This is an optimization exercise on Yosys and OpenROAD, whose aim is small area, a short achievable clock period and few clock cycles per item, not a production implementation.
No driver is modelled on the clock port, so clock power and skew are understated where the tree is cut down; a real chip needs a root buffer or a tree.

==> run a <==
// uac_rx
module uac_rx (
    input  wire        clk,
    input  wire        rst,           
    input  wire        in_valid,
    output wire        in_ready,
    input  wire [15:0] in_sample,     
    output reg         frame_done,
    output wire        det,
    output reg         ev_valid,
    output wire [11:0] ev_word
);
clock: 24.0 ns
lec_check: 0
cap_margin: 20
core_margin: 2
core_utilization: 40
cts_buf_list: sky130_fd_sc_hd__clkbuf_8
slew_margin: 20
standard.sh (not shown) runs the stock make flow with config.mk's settings and CLKGATE_MAP_FILE= SYNTH_SCRIPT=/design/flow/synth_recipe.tcl, a recipe that flattens the netlist after the stock synthesis.
==> flow/flow/run.sh <==
#!/bin/bash
# The standard layout (standard.sh) with three changes to how it is made;
# the design, constraints and clock period are unchanged:
#  - synthesis skips Yosys's early generic ABC pass (SYNTH_ARGS=-noabc), so the
#    generated full-adder tree keeps its structure; registers are unchanged;
#  - port buffers are buf_2 cells instead of the default (a slow delay buffer);
#  - timing repair aims for 18.2 ns of setup slack instead of 0.
# Every tool's output is in standard.log and in orfs/logs.
set -euo pipefail
export SYNTH_ARGS="-noabc"
export BUFFER_PORTS_ARGS="-buffer_cell sky130_fd_sc_hd__buf_2"
export SETUP_SLACK_MARGIN=18.2
bash standard.sh > standard.log 2>&1
==> run b (differences from run a) <==
==> flow/flow/run.sh (replaced) <==
#!/bin/bash
# The standard layout (standard.sh) with four changes to how it is made;
# the design, constraints and clock period are unchanged:
#  - synthesis skips Yosys's early generic ABC pass (SYNTH_ARGS=-noabc), so the
#    generated full-adder tree keeps its structure; registers are unchanged;
#  - port buffers are buf_2 cells instead of the default (a slow delay buffer);
#  - the clock tree is built by flow/man_cts.tcl (run as the CTS step's PRE
#    hook): the clock port drives four clkbuf_8, one per compact quarter of
#    the flip-flops, each driving two clkbuf_16 leaves, instead of TritonCTS's
#    tree;
#  - timing repair aims for 18.4 ns of setup slack instead of 0.
# Every tool's output is in standard.log and in orfs/logs.
set -euo pipefail
export SYNTH_ARGS="-noabc"
export BUFFER_PORTS_ARGS="-buffer_cell sky130_fd_sc_hd__buf_2"
export PRE_CTS_TCL="$PWD/flow/man_cts.tcl"
export SETUP_SLACK_MARGIN=18.4
bash standard.sh > standard.log 2>&1
==> flow/flow/man_cts.tcl (new file) <==
set buf_master [[ord::get_db] findMaster sky130_fd_sc_hd__clkbuf_16]
set top_master [[ord::get_db] findMaster sky130_fd_sc_hd__clkbuf_8]
set block [ord::get_db_block]
set clk_net [$block findNet clk]
set its {}
set xs {}
set ys {}
foreach it [$clk_net getITerms] {
  set box [[$it getInst] getBBox]
  lappend its $it
  lappend xs [expr {([$box xMin] + [$box xMax]) / 2.0}]
  lappend ys [expr {([$box yMin] + [$box yMax]) / 2.0}]
}
set n [llength $its]
set k 4
set cap [expr {int(ceil(double($n) / $k))}]
puts "flow/man_cts.tcl: $n clock sinks"
# initial centres: the quadrant centres of the sinks' bounding box
set x0 [tcl::mathfunc::min {*}$xs]
set x1 [tcl::mathfunc::max {*}$xs]
set y0 [tcl::mathfunc::min {*}$ys]
set y1 [tcl::mathfunc::max {*}$ys]
set cx [list [expr {$x0 + ($x1 - $x0) / 4}] [expr {$x0 + ($x1 - $x0) / 4}] \
             [expr {$x0 + 3 * ($x1 - $x0) / 4}] [expr {$x0 + 3 * ($x1 - $x0) / 4}]]
set cy [list [expr {$y0 + ($y1 - $y0) / 4}] [expr {$y0 + 3 * ($y1 - $y0) / 4}] \
             [expr {$y0 + ($y1 - $y0) / 4}] [expr {$y0 + 3 * ($y1 - $y0) / 4}]]
for {set iter 0} {$iter < 30} {incr iter} {
  set pairs {}
  for {set i 0} {$i < $n} {incr i} {
    for {set j 0} {$j < $k} {incr j} {
      set d [expr {abs([lindex $xs $i] - [lindex $cx $j]) + abs([lindex $ys $i] - [lindex $cy $j])}]
      lappend pairs [list $d $i $j]
    }
  }
  set pairs [lsort -real -index 0 $pairs]
  array unset asg
  set cnt [lrepeat $k 0]
  foreach p $pairs {
    lassign $p d i j
    if {[info exists asg($i)] || [lindex $cnt $j] >= $cap} { continue }
    set asg($i) $j
    lset cnt $j [expr {[lindex $cnt $j] + 1}]
  }
  set sx [lrepeat $k 0.0]
  set sy [lrepeat $k 0.0]
  for {set i 0} {$i < $n} {incr i} {
    set j $asg($i)
    lset sx $j [expr {[lindex $sx $j] + [lindex $xs $i]}]
    lset sy $j [expr {[lindex $sy $j] + [lindex $ys $i]}]
  }
  for {set j 0} {$j < $k} {incr j} {
    lset cx $j [expr {[lindex $sx $j] / [lindex $cnt $j]}]
    lset cy $j [expr {[lindex $sy $j] / [lindex $cnt $j]}]
  }
}
proc bbox_of { pts } {
  set x0 1e12; set x1 -1e12; set y0 1e12; set y1 -1e12
  foreach p $pts {
    lassign $p it x y
    if {$x < $x0} { set x0 $x }
    if {$x > $x1} { set x1 $x }
    if {$y < $y0} { set y0 $y }
    if {$y > $y1} { set y1 $y }
  }
  return [list $x0 $y0 $x1 $y1]
}
proc add_buf { block master name net_in net_out_name box } {
  lassign $box x0 y0 x1 y1
  set bi [odb::dbInst_create $block $master $name]
  $bi setLocation [expr {int(($x0 + $x1) / 2)}] [expr {int(($y0 + $y1) / 2)}]
  $bi setPlacementStatus PLACED
  set nn [odb::dbNet_create $block $net_out_name]
  $nn setSigType CLOCK
  [$bi findITerm A] connect $net_in
  [$bi findITerm X] connect $nn
  return $nn
}
for {set j 0} {$j < $k} {incr j} {
  set pts {}
  for {set i 0} {$i < $n} {incr i} {
    if {$asg($i) == $j} { lappend pts [list [lindex $its $i] [lindex $xs $i] [lindex $ys $i]] }
  }
  set box [bbox_of $pts]
  set n1 [add_buf $block $top_master "clkbuf_man_$j" $clk_net "clknet_man_$j" $box]
  lassign $box x0 y0 x1 y1
  set idx [expr {($x1 - $x0) >= ($y1 - $y0) ? 1 : 2}]
  set pts [lsort -real -index $idx $pts]
  set h [expr {[llength $pts] / 2}]
  set li 0
  foreach leaf [list [lrange $pts 0 [expr {$h - 1}]] [lrange $pts $h end]] {
    set n2 [add_buf $block $buf_master "clkbuf_man_${j}_$li" $n1 "clknet_man_${j}_$li" [bbox_of $leaf]]
    foreach p $leaf {
      set it [lindex $p 0]
      $it disconnect
      $it connect $n2
    }
    puts "flow/man_cts.tcl: clkbuf_man_${j}_$li drives [llength $leaf] clock pins"
    incr li
  }
}
set_propagated_clock [all_clocks]
# the tree is built: make the flow's TritonCTS call a no-op
rename clock_tree_synthesis ""
proc clock_tree_synthesis { args } {
  puts "flow/man_cts.tcl: clock tree built by hand, TritonCTS skipped"
}
==> flow/config.mk (replaced) <==
export PLATFORM = sky130hd
export DESIGN_NAME = uac_rx
export DESIGN_NICKNAME = uac_rx
export VERILOG_FILES = /design/flow/design.v
export SDC_FILE = /design/flow/constraint.sdc
export NUM_CORES = 4
export LEC_CHECK = 0
export CAP_MARGIN = 20
export CORE_MARGIN = 2
export CORE_UTILIZATION = 55
export SLEW_MARGIN = 20
==> run c (differences from run a) <==
--- a/flow/design.v
+++ b/flow/design.v
@@ -841,67 +841,13 @@
     wire tiny = lo1 & lo2;
     wire        sb  = idx[0];
     wire [3:0]  j   = idx[4:1];
     wire        bj  = sb ? s2[j] : s1[j];
     wire [13:0] op  = ~bj ? 14'd0 : sb ? ~{xr[15], xr[15:3]} : {{3{s1[10]}}, s1[10:0]};
     wire        sub = sb ^ (j == 4'd10);
-    wire [13:0] pa_b = op ^ {14{sub}};
-    wire [13:0] pa_g = acc & pa_b;
-    wire [13:0] pa_p = acc ^ pa_b;
-    wire pa_c0 = pa_g[0] | (pa_p[0] & sub);
-    wire pa_g1 = pa_g[1] | (pa_p[1] & pa_c0);
-    wire pa_p1 = pa_p[1] & pa_p[0];
-    wire pa_g2 = pa_g[3] | (pa_p[3] & pa_g[2]);
-    wire pa_p2 = pa_p[3] & pa_p[2];
-    wire pa_g3 = pa_g[5] | (pa_p[5] & pa_g[4]);
-    wire pa_p3 = pa_p[5] & pa_p[4];
-    wire pa_g4 = pa_g[7] | (pa_p[7] & pa_g[6]);
-    wire pa_p4 = pa_p[7] & pa_p[6];
-    wire pa_g5 = pa_g[9] | (pa_p[9] & pa_g[8]);
-    wire pa_p5 = pa_p[9] & pa_p[8];
-    wire pa_g6 = pa_g[11] | (pa_p[11] & pa_g[10]);
-    wire pa_p6 = pa_p[11] & pa_p[10];
-    wire pa_g7 = pa_g[13] | (pa_p[13] & pa_g[12]);
-    wire pa_p7 = pa_p[13] & pa_p[12];
-    wire pa_g8 = pa_g[2] | (pa_p[2] & pa_g1);
-    wire pa_p8 = pa_p[2] & pa_p1;
-    wire pa_g9 = pa_g2 | (pa_p2 & pa_g1);
-    wire pa_p9 = pa_p2 & pa_p1;
-    wire pa_g10 = pa_g[6] | (pa_p[6] & pa_g3);
-    wire pa_p10 = pa_p[6] & pa_p3;
-    wire pa_g11 = pa_g4 | (pa_p4 & pa_g3);
-    wire pa_p11 = pa_p4 & pa_p3;
-    wire pa_g12 = pa_g[10] | (pa_p[10] & pa_g5);
-    wire pa_p12 = pa_p[10] & pa_p5;
-    wire pa_g13 = pa_g6 | (pa_p6 & pa_g5);
-    wire pa_p13 = pa_p6 & pa_p5;
-    wire pa_g14 = pa_g[4] | (pa_p[4] & pa_g9);
-    wire pa_p14 = pa_p[4] & pa_p9;
-    wire pa_g15 = pa_g3 | (pa_p3 & pa_g9);
-    wire pa_p15 = pa_p3 & pa_p9;
-    wire pa_g16 = pa_g10 | (pa_p10 & pa_g9);
-    wire pa_p16 = pa_p10 & pa_p9;
-    wire pa_g17 = pa_g11 | (pa_p11 & pa_g9);
-    wire pa_p17 = pa_p11 & pa_p9;
-    wire pa_g18 = pa_g[12] | (pa_p[12] & pa_g13);
-    wire pa_p18 = pa_p[12] & pa_p13;
-    wire pa_g19 = pa_g7 | (pa_p7 & pa_g13);
-    wire pa_p19 = pa_p7 & pa_p13;
-    wire pa_g20 = pa_g[8] | (pa_p[8] & pa_g17);
-    wire pa_p20 = pa_p[8] & pa_p17;
-    wire pa_g21 = pa_g5 | (pa_p5 & pa_g17);
-    wire pa_p21 = pa_p5 & pa_p17;
-    wire pa_g22 = pa_g12 | (pa_p12 & pa_g17);
-    wire pa_p22 = pa_p12 & pa_p17;
-    wire pa_g23 = pa_g13 | (pa_p13 & pa_g17);
-    wire pa_p23 = pa_p13 & pa_p17;
-    wire pa_g24 = pa_g18 | (pa_p18 & pa_g17);
-    wire pa_p24 = pa_p18 & pa_p17;
-    wire pa_g25 = pa_g19 | (pa_p19 & pa_g17);
-    wire pa_p25 = pa_p19 & pa_p17;
-    wire [13:0] an = pa_p ^ {pa_g24, pa_g23, pa_g22, pa_g21, pa_g20, pa_g17, pa_g16, pa_g15, pa_g14, pa_g9, pa_g8, pa_g1, pa_c0, sub};
+    wire [13:0] an  = acc + (op ^ {14{sub}}) + {13'd0, sub};
     wire        fin = (pw & ~ps & (big | tiny)) | (ps & (j == 4'd11));
     wire        det_v = big | (~tiny & ~acc[13] & (|acc[12:5]));    
     reg  [4:0]  win;
     reg  [2:0]  frame_cnt;
     reg         transfer_active;
     reg  [7:0]  pending;
==> flow/flow/run.sh (replaced) <==
#!/bin/bash
# The standard layout (standard.sh) with three changes to how it is made;
# the design, constraints and clock period are unchanged:
#  - synthesis skips Yosys's early generic ABC pass (SYNTH_ARGS=-noabc), so the
#    generated full-adder tree keeps its structure; registers are unchanged;
#  - port buffers are buf_2 cells instead of the default (a slow delay buffer);
#  - timing repair aims for 18.3 ns of setup slack instead of 0.
# Every tool's output is in standard.log and in orfs/logs.
set -euo pipefail
export SYNTH_ARGS="-noabc"
export BUFFER_PORTS_ARGS="-buffer_cell sky130_fd_sc_hd__buf_2"
export SETUP_SLACK_MARGIN=18.3
bash standard.sh > standard.log 2>&1
--- a/flow/config.mk
+++ b/flow/config.mk
@@ -5,8 +5,10 @@
 export SDC_FILE = /design/flow/constraint.sdc
 export NUM_CORES = 4
 export LEC_CHECK = 0
 export CAP_MARGIN = 20
 export CORE_MARGIN = 2
 export CORE_UTILIZATION = 40
-export CTS_BUF_LIST = sky130_fd_sc_hd__clkbuf_8
+export CTS_BUF_LIST = sky130_fd_sc_hd__clkbuf_16
+export CTS_CLUSTER_DIAMETER = 150
+export CTS_CLUSTER_SIZE = 30
 export SLEW_MARGIN = 20
==> notes <==
In run a the count of clock-buffer cells in the layout is higher than in run c, by 2.
Against run a, the core utilization of run c is higher by 2.6 points.
Sequential cell count is the same in run c and run a.
In run b the area after synthesis is lower than in run c, by 0.46%.
Worst setup slack, highest first: run b, run a, run c.
Die area: run b < run a < run c.
Between run c and run b, the lower clock skew is in run c (gap 18 ps).
No functional check of the RTL was part of any run of this note. The clock cells of run b come from the design's own scripts or RTL, not from TritonCTS.

-- port drivers added, routing unchanged --
Ports are ideal in the flow. The routed layouts listed here were re-timed in OpenROAD.
Step 1 (the two cells are an assumption about what drives the block):
set clk [get_ports {clk}]
set_driving_cell -lib_cell sky130_fd_sc_hd__clkbuf_16 $clk
set_driving_cell -lib_cell sky130_fd_sc_hd__buf_2 [delete_from_list [all_inputs] $clk]
Step 2 also shifts input and output timing later by t, the mid clock arrival at the registers, as if the neighbouring blocks saw the same clock.
Three values: ideal, step 1, step 2; two values: the first two.
run | t, ns | setup slack, ns | latest minus earliest clock arrival (ns) | worst data-port slew with drivers (ns) | pins driven straight from the clock port
run a | 0.504 | 18.255 / 18.217 / 18.323 | 0.016 / 0.016 | 0.05 | 1
run b | 0.351 | 18.365 / 18.290 / 18.308 | 0.028 / 0.028 | 0.03 | 4
run c | 0.474 | 18.227 / 18.178 / 18.282 | 0.010 / 0.010 | 0.03 | 1
After both steps every run listed still meets setup and hold. For run b, which loses most, drivers alone change the setup slack by -0.075 ns; drivers and shift together by -0.057 ns.
